This is an optimization exercise on Yosys and OpenROAD, whose aim is small area, a short achievable clock period and few clock cycles, not a production implementation.
In this exercise RTL edits were held to simulation tests only and were not proved equivalent to the original.
Power and IR drop assume default switching activity.

==> flow/design.v (excerpt) <==
module pft_lzd (
    input  wire        clk,
    input  wire        rst,           
    input  wire [7:0]  reg_addr,      
    input  wire        reg_we,
    input  wire [31:0] reg_wdata,
    output reg  [31:0] reg_rdata,
    output wire        irq,
    output reg         buf_en,
    output reg         buf_we,
    output reg  [16:0] buf_addr,
    output reg  [7:0]  buf_wdata,
    input  wire [7:0]  buf_rdata,
    output reg         out_re,
    output reg  [24:0] out_raddr,
    input  wire [7:0]  out_rdata,
    output reg         out_we,
    output reg  [24:0] out_waddr,
    output reg  [7:0]  out_wdata
);
    localparam [3:0] F_ALIGN   = 4'd2;
    localparam [3:0] F_OOB     = 4'd3;
    localparam [3:0] F_CSUM    = 4'd4;
    localparam [3:0] F_NOSIG   = 4'd5;
    localparam [3:0] F_OVERSZ  = 4'd6;
    localparam [3:0] F_INCOMPL = 4'd7;
    localparam [3:0] F_ZEROOFF = 4'd8;
    localparam [3:0] F_NOTRL   = 4'd9;
    localparam [3:0] F_OUTCAP  = 4'd10;
    localparam [3:0] F_OFFBEF  = 4'd11;
    localparam [3:0] F_ILLCMD  = 4'd12;
    localparam [4:0]
        S_IDLE  = 5'd0,
        S_CMD   = 5'd1,    
        S_CK    = 5'd2,    
  ...
For scale: about 5900 cells after synthesis, ~510 flip-flops.
Settings: LEC_CHECK=0, CAP_MARGIN=20, CORE_MARGIN=2, CORE_UTILIZATION=35, SETUP_SLACK_MARGIN=3, SLEW_MARGIN=20; clock period 12.0 ns.
standard.sh (not shown) runs the stock make flow with config.mk's settings and CLKGATE_MAP_FILE= SYNTH_SCRIPT=/design/flow/synth_recipe.tcl, a recipe that flattens the netlist after the stock synthesis.
==> flow/flow/run.sh <==
#!/bin/bash
# Own flow: the standard layout (standard.sh, unchanged synthesis), with the
# port buffers made of sky130_fd_sc_hd__buf_4 instead of the delay buffer that
# buffer_ports picks by default. Every port still gets its own buffer.
set -euo pipefail
W=$(pwd)
sed 's#^make -C \(.*\) "\${@:-finish}"$#make -C \1 "BUFFER_PORTS_ARGS=-buffer_cell sky130_fd_sc_hd__buf_4" "${@:-finish}"#' standard.sh > own_standard.sh
grep -q 'BUFFER_PORTS_ARGS=-buffer_cell sky130_fd_sc_hd__buf_4' own_standard.sh
bash own_standard.sh finish > make_finish.log 2>&1
test -s out/final.def
Testbench counts at the start, summed over its fixed seeds: cycles 425,930.
Rerun with:
--- a/flow/design.v
+++ b/flow/design.v
@@ -98,22 +98,22 @@
     end
     wire stream = (state >= S_CKE) && (state <= S_TRL1);
     wire [24:0] x_relh  = {blen, offm1[8:0]};
     wire [6:0]  x_b     = s0[6:0];                       
     wire [4:0]  kidx    = busy ? x_b[6:2] : reg_addr[6:2];
     wire [31:0] tmp0    = iv0 + ~iv2;
     wire [31:0] tmp1    = iv1 + ~iv3;
     wire [31:0] key_w;
     pft_lzd_key u_key (.idx(kidx), .tmp0(tmp0), .tmp1(tmp1),
                        .iv0(iv0), .iv1(iv1), .iv2(iv2), .iv3(iv3), .key(key_w));
-    wire [31:0] x_mw    = acc - {x_relh, 7'd0};
-    wire [31:0] x_mword = (x_b[1:0] == 2'd0) ? x_mw : acc;
+    wire [31:0] x_mw    = key_w - {x_relh, 7'd0};
+    wire [31:0] x_mword = acc;
     reg  [7:0]  x_mbyte;
     always @* begin
         case (ctrl_endian ? ~x_b[1:0] : x_b[1:0])
             2'd0: x_mbyte = x_mword[7:0];
             2'd1: x_mbyte = x_mword[15:8];
             2'd2: x_mbyte = x_mword[23:16];
             default: x_mbyte = x_mword[31:24];
         endcase
     end
     wire        xsel_iv = (state == S_IDLE) || (state == S_CMD);
@@ -554,26 +554,25 @@
                     iv0 <= iv1;
                 end
             end
             S_XC: begin
                 cnt  <= {5'd0, xlen[17:0]};
                 sp   <= xsum[17:0];
                 s0   <= 8'd0;
                 blen <= xstart[31:16];
                 offm1[8:0] <= xstart[15:7];
             end
-            S_XR: if (x_b[1:0] == 2'd0) acc <= key_w;
+            S_XR: if (x_b[1:0] == 2'd0) acc <= x_mw;
             S_XW: begin
                 cnt <= cnt_nx;
                 sp  <= sp_inc;
                 s0  <= s0 + 8'd1;
-                if (x_b[1:0] == 2'd0) acc <= x_mw;
                 if (x_b == 7'd127) {blen, offm1[8:0]} <= x_relh + 25'd1;
             end
             default: ;
         endcase
         if (flt) begin
             acc        <= fval;               
             blen       <= fin[31:16];         
             mask[15:0] <= fin[15:0];
         end
     end
Wire length shrinks by a little under a tenth.
Power is higher by roughly a tenth.
Synthesized area went down by a few percent.
Setup slack loses 0.19 ns.
Non-clock buffer count goes up by 2.
Cell area drops by a few percent.
Utilization drops by 0.17 points.
Die area is lower by a few percent.
Testbench counts after the change, summed over its fixed seeds: cycles 425,930.

[afterwards: timing with drivers on the ports]
Ports are ideal in the flow. The routed layouts listed here were re-timed in OpenROAD. Step 1 (the two cells are an assumption about what drives the block):
set clk [get_ports {clk}]
set_driving_cell -lib_cell sky130_fd_sc_hd__clkbuf_16 $clk
set_driving_cell -lib_cell sky130_fd_sc_hd__buf_2 [delete_from_list [all_inputs] $clk]
Step 2 adds t to the input delays and takes it off the output delays; t is the mean of the earliest and latest rising clock arrival at the registers after step 1. Input paths then give back, and output paths get back, about the clock's delay inside the block. Three values: no drivers, after step 1, after step 2; two values: the first two.
run | t, ns | setup WS [ns] | worst hold slack (ns) | pins driven straight from the clock port
the first run | 0.787 | 3.152 / 3.046 / 3.046 | 0.476 / 0.476 / 0.476 | 1
the second run | 0.792 | 2.964 / 2.930 / 2.930 | 0.475 / 0.475 / 0.475 | 1
After both steps setup and hold are still met in every run listed. The setup slack of the first run, which loses most, moves by -0.106 ns with the drivers and by -0.106 ns with both steps.
